Context: an optimization exercise on an open-source flow, tuned for small area, a short achievable clock period and few clock cycles. The choices shown serve that exercise and are no tape-out recipe. No functional check of the RTL was part of this run. Power and IR drop assume default switching activity.

### standard.sh
#!/bin/bash
# synth_recipe.tcl (not shown) runs the flow's synth.tcl, then flattens the netlist and writes it again
# the make line also repeats each setting of config.mk as NAME=value (left out here)
make -C /OpenROAD-flow-scripts/flow DESIGN_CONFIG=/design/flow/config.mk WORK_HOME=/design/flow/orfs CLKGATE_MAP_FILE= SYNTH_SCRIPT=/design/flow/synth_recipe.tcl "${@:-finish}"
### flow/run.sh
#!/bin/bash
# The standard layout, with every port buffered by a plain buffer (buf_1) instead of the
# delay buffer buffer_ports picks by default (repair upsizes it where timing needs), and
# clock tree synthesis without the dummy loads it adds for balancing.
set -euo pipefail
export BUFFER_PORTS_ARGS="-buffer_cell sky130_fd_sc_hd__buf_1"
export CTS_ARGS="-sink_clustering_enable -repair_clock_nets -sink_clustering_size 20 -sink_clustering_max_diameter 100 -dont_use_dummy_load"
bash standard.sh finish > standard.log 2>&1
### config.mk
export PLATFORM = sky130hd
export DESIGN_NAME = frame_codec
export DESIGN_NICKNAME = frame_codec
export VERILOG_FILES = /design/flow/design.v
export SDC_FILE = /design/flow/constraint.sdc
export NUM_CORES = 4
export LEC_CHECK = 0
export CAP_MARGIN = 20
export CORE_MARGIN = 2
export CORE_UTILIZATION = 55
export CTS_CLUSTER_DIAMETER = 100
export CTS_CLUSTER_SIZE = 20
export SETUP_SLACK_MARGIN = 3.6
export SLEW_MARGIN = 20
### constraint.sdc
create_clock -name core_clock -period 6.0 [get_ports {clk}]
set_input_delay 1.2000 -clock core_clock [delete_from_list [all_inputs] [get_ports {clk}]]
set_output_delay 1.2000 -clock core_clock [all_outputs]
set_load 0.01 [all_outputs]
### design.v
module frame_codec (
    input  wire        clk,
    input  wire        rst,           
    input  wire        enc_start,
    input  wire        enc_abort,
    input  wire        enc_ext,
    input  wire        enc_dir,       
    input  wire [7:0]  enc_nt,
    input  wire [7:0]  enc_id,
    input  wire [7:0]  enc_attr,
    input  wire [7:0]  enc_opcode,
    input  wire [15:0] enc_pl_len,
    output wire [15:0] pl_addr,       
    input  wire [7:0]  pl_rdata,
    output wire        tx_valid,      
    output wire [7:0]  tx_data,
    input  wire        tx_ready,
    output wire [1:0]  enc_st,
    output wire [1:0]  enc_err,
    output wire [2:0]  enc_cause,
    output wire [15:0] enc_check,
    input  wire        dec_start,
    input  wire        dec_abort,
    input  wire        dec_dir,
    input  wire        rx_valid,      
    input  wire [7:0]  rx_data,
    output wire        rx_ready,
    output wire        dpl_we,        
    output wire [15:0] dpl_waddr,
    output wire [7:0]  dpl_wdata,
    output wire [1:0]  dec_st,
    output wire [1:0]  dec_err,
    output wire [2:0]  dec_cause,
    output reg  [7:0]  dec_nt,
    output reg         dec_ext,
    output reg  [7:0]  dec_id,
    output reg  [7:0]  dec_attr,
    output reg  [7:0]  dec_opcode,
    output wire [15:0] dec_pl_len,
    output wire [15:0] dec_check
);
    localparam [7:0] FRAME_START = 8'h10, FRAME_END = 8'h16, EXT_MARK = 8'h90;
    function automatic [15:0] crc_step(input [15:0] crc, input [7:0] b);
        integer i;
        reg [15:0] c;
        begin
            c = crc ^ {b, 8'h00};
            for (i = 0; i < 8; i = i + 1)
                c = c[15] ? ((c << 1) ^ 16'h1021) : (c << 1);
            crc_step = c;
        end
    endfunction
    function automatic [3:0] legacy_len(input dir, input [7:0] opc);
        begin
            case ({dir, opc})
                {1'b0, 8'h3F}: legacy_len = {1'b1, 3'd4};    
                {1'b1, 8'h3F}: legacy_len = {1'b1, 3'd3};    
                {1'b1, 8'h21}: legacy_len = {1'b1, 3'd1};    
                default:       legacy_len = {1'b0, 3'd0};
            endcase
        end
    endfunction
    localparam [1:0] ST_IDLE = 2'd0, ST_BUSY = 2'd1, ST_DONE = 2'd2, ST_FAULT = 2'd3;
    localparam N_NT = 0, N_MARK = 1, N_ID = 2, N_ATTR = 3, N_LENLO = 4, N_LENHI = 5,
               N_OPC = 6, N_PAY = 7, N_CHK1 = 8, N_CHK2 = 9, N_END = 10;
    reg [1:0]  e_st;
    reg [1:0]  e_cause;
    reg [10:0] e_n;
    reg        e_ext;
    reg [7:0]  e_nt, e_id, e_attr, e_opcode;
    reg [15:0] e_len;         
    reg [15:0] e_p;           
    reg [15:0] e_crc;         
    reg [7:0]  e_o;           
    reg        e_ov;          
    reg        e_og;          
    reg [7:0]  e_s;           
    reg        e_sv;
    reg        e_rv;          
    wire [3:0]  e_tab   = legacy_len(enc_dir, enc_opcode);
    wire        e_c1    = !enc_ext && enc_opcode == EXT_MARK;
    wire        e_c2    = !enc_ext && !e_tab[3];
    wire        e_c3    = enc_ext ? (enc_pl_len == 16'hFFFF) : (enc_pl_len != {13'd0, e_tab[2:0]});
    wire [1:0]  e_ncause = e_c1 ? 2'd1 : e_c2 ? 2'd2 : e_c3 ? 2'd3 : 2'd0;
    wire        e_fire  = e_ov && tx_ready;
    wire        e_free  = !e_ov || tx_ready;
    wire        e_pend  = e_sv || e_rv;
    wire        e_more  = e_p != e_len;
    wire        e_ldpay = e_free && e_n[N_PAY];
    wire        e_iss   = e_more && !(e_pend && !e_ldpay);
    wire [15:0] e_pinc  = e_p + 16'd1;
    wire [15:0] e_crcs  = crc_step(e_crc, e_o);
    wire [7:0]  e_sum   = e_crc[7:0] - e_o;
    wire [15:0] e_crcn  = e_ext ? e_crcs : {e_crc[15:8], e_sum};
    wire        e_topay = e_pend || e_more;       
    wire [7:0]  e_src =
        ({8{e_n[N_NT]}}    & e_nt) |
        ({8{e_n[N_MARK]}}  & (e_ext ? EXT_MARK : e_opcode)) |
        ({8{e_n[N_ID]}}    & e_id) |
        ({8{e_n[N_ATTR]}}  & e_attr) |
        ({8{e_n[N_LENLO]}} & e_pinc[7:0]) |
        ({8{e_n[N_LENHI]}} & e_pinc[15:8]) |
        ({8{e_n[N_OPC]}}   & e_opcode) |
        ({8{e_n[N_PAY]}}   & (e_sv ? e_s : pl_rdata)) |
        ({8{e_n[N_CHK1]}}  & (e_ext ? e_crcn[15:8] : e_crcn[7:0])) |
        ({8{e_n[N_CHK2]}}  & (e_ext ? e_crc[7:0] : FRAME_END));
    wire        e_srcv = !e_n[N_END] && (!e_n[N_PAY] || e_pend);
    wire [10:0] e_nn;
    assign e_nn[N_NT]    = 1'b0;
    assign e_nn[N_MARK]  = e_n[N_NT];
    assign e_nn[N_ID]    = e_n[N_MARK] && e_ext;
    assign e_nn[N_ATTR]  = e_n[N_ID];
    assign e_nn[N_LENLO] = e_n[N_ATTR];
    assign e_nn[N_LENHI] = e_n[N_LENLO];
    assign e_nn[N_OPC]   = e_n[N_LENHI];
    assign e_nn[N_PAY]   = ((e_n[N_MARK] && !e_ext) || e_n[N_OPC]) ? e_topay : (e_n[N_PAY] && e_more);
    assign e_nn[N_CHK1]  = ((e_n[N_MARK] && !e_ext) || e_n[N_OPC]) ? !e_topay : (e_n[N_PAY] && !e_more);
    assign e_nn[N_CHK2]  = e_n[N_CHK1];
    assign e_nn[N_END]   = e_n[N_CHK2];
    assign enc_st    = e_st;
    assign enc_err   = {1'b0, e_cause != 2'd0};
    assign enc_cause = {1'b0, e_cause};
    assign enc_check = e_crc;
    assign pl_addr   = e_p;
    assign tx_valid  = e_ov;
    assign tx_data   = e_o;
    always @(posedge clk) begin
        if (rst || enc_abort) begin
            e_st    <= ST_IDLE;
            e_cause <= 2'd0;
            e_ov    <= 1'b0;
        end else if (e_st != ST_BUSY) begin
            if (enc_start) begin
                e_cause <= e_ncause;
                e_st    <= (e_ncause != 2'd0) ? ST_FAULT : ST_BUSY;
                e_ov    <= e_ncause == 2'd0;
            end
        end else if (e_fire && e_n[N_END]) begin
            e_st <= ST_DONE;
            e_ov <= 1'b0;
        end else if (e_free)
            e_ov <= e_srcv;
    end
    always @(posedge clk) begin
        if (e_st != ST_BUSY) begin
            if (enc_start) begin
                e_ext    <= enc_ext;
                e_nt     <= enc_nt;
                e_id     <= enc_id;
                e_attr   <= enc_attr;
                e_opcode <= enc_opcode;
                e_len    <= enc_pl_len;
                e_p      <= enc_pl_len;
                e_o      <= FRAME_START;
                e_og     <= 1'b0;
                e_n      <= 11'd1 << N_NT;
                e_crc    <= {8'd0, {8{!enc_ext}}};
                e_sv     <= 1'b0;
                e_rv     <= 1'b0;
            end
        end else begin
            if (e_fire && e_og) e_crc <= e_crcn;
            if (e_free) begin
                e_o  <= e_src;
                e_og <= |e_n[N_PAY:N_NT];
                if (e_srcv) e_n <= e_nn;
            end
            e_rv <= e_iss;
            if (e_sv ? !e_ldpay : (e_rv && !e_ldpay)) begin
                if (!e_sv) e_s <= pl_rdata;
                e_sv <= 1'b1;
            end else
                e_sv <= 1'b0;
            if (e_free && ((e_n[N_NT] && !e_ext) || e_n[N_LENHI]))
                e_p <= 16'd0;
            else if (e_iss)
                e_p <= e_pinc;
        end
    end
    localparam [3:0] D_HUNT = 4'd0, D_NT = 4'd1, D_OPC = 4'd2, D_XID = 4'd3, D_XATTR = 4'd4,
                     D_XLO = 4'd5, D_XHI = 4'd6, D_XOPC = 4'd7, D_PAY = 4'd8,
                     D_CK1 = 4'd9, D_CK2 = 4'd10;
    reg [1:0]  d_st;
    reg        d_rx;          
    reg [3:0]  d_pos;
    reg [7:0]  d_b;           
    reg        f_nt;          
    reg        f_step;        
    reg        f_lopc;        
    reg        f_lpay;        
    reg        f_we;          
    reg        f_ck1, f_ck2;  
    reg        d_dir;
    reg [15:0] d_crc;         
    reg        d_bad;
    reg [15:0] d_cnt;         
    reg [15:0] d_rem;         
    reg [2:0]  d_cause;
    wire        d_take  = d_rx && rx_valid;
    wire [7:0]  rb      = rx_data;
    wire        rb_mark = rb == EXT_MARK;
    wire [3:0]  d_tab   = legacy_len(d_dir, rb);
    wire        d_last  = d_rem == 16'd1;
    wire [15:0] d_crcs  = crc_step(f_nt ? 16'd0 : d_crc, d_b);
    wire [7:0]  d_sum   = (f_lopc ? dec_nt : d_crc[7:0]) + d_b;
    assign dec_st     = d_st;
    assign dec_err    = {d_cause[2], d_cause[1:0] != 2'd0 && !d_cause[2]};
    assign dec_cause  = d_cause;
    assign rx_ready   = d_rx;
    assign dpl_we     = f_we;
    assign dpl_waddr  = d_cnt;
    assign dpl_wdata  = d_b;
    assign dec_pl_len = d_cnt;
    assign dec_check  = d_crc;
    always @(posedge clk) d_b <= rb;
    always @(posedge clk) begin
        if (rst || dec_abort) begin
            d_st    <= ST_IDLE;
            d_rx    <= 1'b0;
            d_cause <= 3'd0;
            f_we    <= 1'b0;
            f_ck2   <= 1'b0;
        end else begin
            f_we  <= d_take && d_pos == D_PAY;
            f_ck2 <= d_take && d_pos == D_CK2;
            if (d_st != ST_BUSY) begin
                if (dec_start) begin
                    d_cause <= 3'd0;
                    d_st    <= ST_BUSY;
                    d_rx    <= 1'b1;
                end
            end else if (d_take) begin
                case (d_pos)
                    D_OPC: if (!rb_mark && !d_tab[3]) begin
                        d_cause <= 3'd4; d_st <= ST_FAULT; d_rx <= 1'b0;
                    end
                    D_XHI: if (rb == 8'd0 && d_rem[7:0] == 8'd0) begin
                        d_cause <= 3'd5; d_st <= ST_FAULT; d_rx <= 1'b0;
                    end
                    D_CK2: d_rx <= 1'b0;      
                    default: ;
                endcase
            end
            if (f_ck2) begin
                if (dec_ext) begin
                    if (d_bad || d_b != d_crc[7:0]) begin
                        d_cause <= 3'd3; d_st <= ST_FAULT;
                    end else
                        d_st <= ST_DONE;
                end else if (d_bad) begin
                    d_cause <= 3'd1; d_st <= ST_FAULT;
                end else if (d_b != FRAME_END) begin
                    d_cause <= 3'd2; d_st <= ST_FAULT;
                end else
                    d_st <= ST_DONE;
            end
        end
    end
    always @(posedge clk) begin
        f_nt   <= d_take && d_pos == D_NT;
        f_step <= d_take && (d_pos == D_NT || (d_pos == D_OPC && rb_mark) ||
                             (d_pos >= D_XID && d_pos <= D_XOPC) || (d_pos == D_PAY && dec_ext));
        f_lopc <= d_take && d_pos == D_OPC && !rb_mark;
        f_lpay <= d_take && d_pos == D_PAY && !dec_ext;
        f_ck1  <= d_take && d_pos == D_CK1;
        if (d_st != ST_BUSY) begin
            if (dec_start) begin
                d_dir <= dec_dir;
                d_pos <= D_HUNT;
            end
        end else if (d_take) begin
            case (d_pos)
                D_HUNT: if (rb == FRAME_START) d_pos <= D_NT;
                D_NT: begin
                    dec_nt   <= rb;
                    dec_id   <= 8'd0;       
                    dec_attr <= 8'd0;
                    d_pos    <= D_OPC;
                end
                D_OPC: begin                
                    dec_ext    <= rb_mark;
                    dec_opcode <= rb;
                    d_rem      <= {13'd0, d_tab[2:0]};
                    d_pos      <= rb_mark ? D_XID : D_PAY;
                end
                D_XID: begin
                    dec_id <= rb;
                    d_pos  <= D_XATTR;
                end
                D_XATTR: begin
                    dec_attr <= rb;
                    d_pos    <= D_XLO;
                end
                D_XLO: begin
                    d_rem[7:0] <= rb;
                    d_pos      <= D_XHI;
                end
                D_XHI: begin
                    d_rem[15:8] <= rb;
                    d_pos       <= D_XOPC;
                end
                D_XOPC, D_PAY: begin
                    if (d_pos == D_XOPC) dec_opcode <= rb;
                    d_rem <= d_rem - 16'd1;
                    d_pos <= d_last ? D_CK1 : D_PAY;
                end
                D_CK1:   d_pos <= D_CK2;
                default: ;
            endcase
        end
        if (f_step) d_crc <= d_crcs;
        if (f_lopc || f_lpay) d_crc[7:0] <= d_sum;
        if (f_we) d_cnt <= d_cnt + 16'd1;
        if (d_st != ST_BUSY && dec_start) d_cnt <= 16'd0;
        if (f_ck1) begin
            if (dec_ext) begin
                d_bad       <= d_b != d_crc[15:8];
                d_crc[15:8] <= d_b;
            end else begin
                d_bad <= d_b != ~d_crc[7:0];
                d_crc <= {8'd0, d_b};
            end
        end
        if (f_ck2 && dec_ext) d_crc[7:0] <= d_b;
    end
endmodule
==> results.toml <==
[route]
routed_wl_mm = 33.1
vias = 9448
viasPerCell = 5.86
ant_nets = 0
post-route-drc-count = 0
drt_iter0_drc = 830
drtPass1Iterations = 6
wl_per_cell_um = 20.5

[clock_tree]
cts_root_buf = "clkbuf_16"
cts-htree-levels = 1
clockBufferDepth = 3
cts.sinks = 224
cts_inserted_buffers = 15
cts_tree = "built"
worstSkewPairLatency_ns = 0.51
ctsHoldBuffers = 0
clk_pin_slew_ns = 0.08

[cells_and_area]
regArea_um2 = 6270
synthToLayoutAreaGrowth_pct = 17.3
diodes = 0
nNetsFinal = 1434
fin_cells = 1611
multi_input_area_um2 = 5580
drive_above_1_share = 0.138
num-fill-cells = 1724

[timing]
fmax_mhz = 407
finalCritPeriodShare = 0.410
fin_skew_ns = 0.0543
maxSlewHeadroom = 0.297
period_minus_slack_ns = 2.46
layout_setup_ws_ns = 3.54
hold_viol_final = 0
setup-violations-final = 0
slew_violations = 0
fin_tns_setup_ns = 0
worstMarginPinSlew_ns = 1.05
rsz0062_at_grt = "true"

[placement]
dp_worst_setup_slack_ns = 2.91
dp.cells = 1548
gp_congestion = 0.884
hpwl_mm = 23.2
buffer_ports.inserted = 218

[global_routing]
grt_max_degree = 47
gr-total-overflow = 0
antenna_found_initial = 1
grt_pass1_vias = 8778
grt_pass1_wl_mm = 49.2
grtUsageTotal = 0.282

[worst_setup_path]
start_kind = "flip-flop"
worstSetupEndpointType = "primary output"
required_ns = 4.80
ff2ff_path_depth = 6
path_max_fanout = 2
cp.arrival_ns = 1.26
r2r_setup_slack_ns = 3.55
timing.rr.start = "d_rem[5]$_DFFE_PP_"
crit_type = "reg2out"
reg2reg_to = "d_rem[15]$_DFFE_PP_"

[pwr]
cellPowerDensity_nw_per_um2 = 269
vdd_drop_max_uv = 190
leakagePower_nw = 4.71

[synthesis]
syn_inst = 1120
seq_area_frac_synth = 0.524
yosysWarningCount = 1
ys_seq_elements = 224
synth_edf_count = 174
syn_avg_cell_area_um2 = 10.6
syn_area_um2 = 11900
async_reset_ff_frac = 0
synth-main-ff-cell = "edfxtp_1"
yosysUniqueCellTypes = 77

[hold_path]
holdPathEnd = "d_cnt[5]$_SDFFE_PP0P_"
hold_class = "reg2reg"
hp-start = "d_cnt[5]$_SDFFE_PP0P_"
whs_path_depth = 2

[job]
max_cap_violations = 0

[floorplan]
dieHeight_um = 151
core_um2 = 21100
rows = 53
die_w_um = 151
die-area_um2 = 22800
ios = 221
start_util = 0.563

[run_status]
outcome = "complete, no violations"
==> layout make-up <==
cell class / count / share of cell area
repair buffers: 266 / 0.0862
inverters: 34 / 0.00979
repair inverters: 3 / 0.00162
multi-input cells: 794 / 0.401
clock buffers: 15 / 0.0269
well taps: 275 / 0.0247
flip-flops and latches: 224 / 0.450
==> synthesized netlist by cell type, drive strengths merged (5+ instances only) <==
cell type	number	area (um2)
a21boi	5	37.5
a21o	6	45.0
a21oi	43	215
a22oi	9	67.6
a31oi	6	37.5
and2	25	156
and3	6	37.5
and4	6	52.6
buf	26	169
clkbuf	43	161
dfxtp	50	1000
edfxtp	174	5230
ha	19	238
inv	34	128
mux2	18	203
mux2i	11	110
nand2	91	342
nand2b	11	68.8
nand3	35	180
nand4	23	144
nor2	91	342
nor2b	21	131
nor3	30	155
nor4	24	165
o211ai	6	45.0
o21a	11	82.6
o21ai	71	359
o221ai	5	43.8
or2	6	37.5
or3	8	55.1
or4	5	45.0
xnor2	78	683
xor2	59	517
==> cell usage in the layout (no fill, tap or decap), types with 7 or more instances in the layout <==
cell type | Yosys | final
a21oi_1 | 43 | 36
a22oi_1 | 9 | 9
and2_1 | 25 | 25
buf_1 | 7 | 207
buf_4 | 19 | 48
clkbuf_16 | 0 | 15
dfxtp_1 | 50 | 29
dfxtp_2 | 0 | 14
dfxtp_4 | 0 | 7
edfxtp_1 | 174 | 174
ha_1 | 19 | 11
inv_1 | 31 | 26
mux2_2 | 16 | 16
mux2i_1 | 11 | 10
nand2_1 | 91 | 89
nand2b_1 | 11 | 11
nand3_1 | 34 | 33
nand4_1 | 23 | 23
nor2_1 | 91 | 87
nor2b_1 | 21 | 21
nor3_1 | 29 | 24
nor4_1 | 23 | 18
o21a_1 | 11 | 11
o21ai_0 | 35 | 34
o21ai_1 | 35 | 35
xnor2_1 | 78 | 78
xor2_1 | 59 | 58
==> registers in the layout (all words and copies together), names as in the netlist, 11 cells and up <==
register / count
e_crc: 16
d_rem: 16
e_n: 11
e_len: 16
d_crc: 16
e_p: 16
d_cnt: 16
==> power by group <==
group / internal [W] / total [W] / switching, W
registers: 0.00178 / 0.00192 / 0.000138
logic: 0.000392 / 0.000875 / 0.000482
clock network: 0.000447 / 0.000948 / 0.000501
total: 0.00262 / 0.00374 / 0.00112
==> critical path, stage by stage, from the launching register on <==
cell and delay [ns]:
edfxtp_1 0.46, buf_4 0.18, buf_1 0.13
==> worst max-delay path by stage <==
stage,startpoint,to,slack [ns],cells after the start
after global placement,enc_start,e_ov$_SDFFE_PP0P_,2.99,5
final,dec_nt[1]$_DFFE_PP_,dec_nt[1],3.54,2
after global routing,e_crc[0]$_DFFE_PP_,e_o[4]$_SDFFCE_PN1P_,3.48,10
after floorplan,enc_opcode[2],e_ov$_SDFFE_PP0P_,3.45,5
after detailed placement,rx_data[4],d_st[1]$_SDFFE_PP0P_,2.91,6
after CTS,rx_valid,dec_attr[5]$_SDFFCE_PN0P_,3.53,3
==> metal layers <==
layer	part of all wire	vias up	global-route usage
li1	-	4478	-
met3	0.065	51	0.0358
met1	0.41	4529	0.373
met4	0.032	2	0.100
met2	0.49	388	0.478
met5	0.00030	-	0
==> logic make-up after synthesis <==
| family | after synthesis | synth area share |
|---|---|---|
| simple gates | 399 | 0.174 |
| xor+xnor | 138 | 0.103 |
| fa+ha+maj | 21 | 0.0234 |
| other cells | 1 | 0.000316 |
| flops | 224 | 0.524 |
| buf+inv | 103 | 0.0386 |
| mux | 29 | 0.0263 |
| compound gates | 205 | 0.111 |
==> repair_timing <==
| item | CTS | global route |
|---|---|---|
| setup endpoints to repair | 149 | 115 |
| pin swaps | 8 | 16 |
| gates cloned | 3 | 0 |
| setup buffers | 23 | 22 |
| resized for setup | 43 | 50 |
==> through the flow <==
stage	cell area (um2)	total power (W)	util	hold slack [ns]
floorplan	12000	0.00245	-	0.432
global placement	12800	0.00269	0.609	0.490
detailed placement	12800	0.00270	0.609	0.502
CTS	13500	0.00367	0.641	0.514
global route	13900	0.00390	0.661	0.562
finish	13900	0.00374	0.661	0.536

## what the ideal ports hide
No port has a modelled driver above. Below, the same layout with a new extraction and two added sets of constraints. Step 1 assumes that a clkbuf_16 drives the clock port and a buf_2 every other input. Step 2 times the ports against the registers' clock, not the clock port: input delays grow and output delays shrink by t, the midpoint of the rising clock arrivals with the driver on. a / b / c = no drivers / after step 1 / after step 2; a / b = the first two.
t (ns): 0.528
slack for setup (ns): 3.542 / 3.494 / 3.181
worst setup path at the end: input to register
slew at the worst register clock pin (ns): 0.10 / 0.10
pins driven straight from the clock port: 1
After both steps this run still meets setup and hold. For this run, drivers alone change the setup slack by -0.048 ns; drivers and shift together by -0.361 ns.
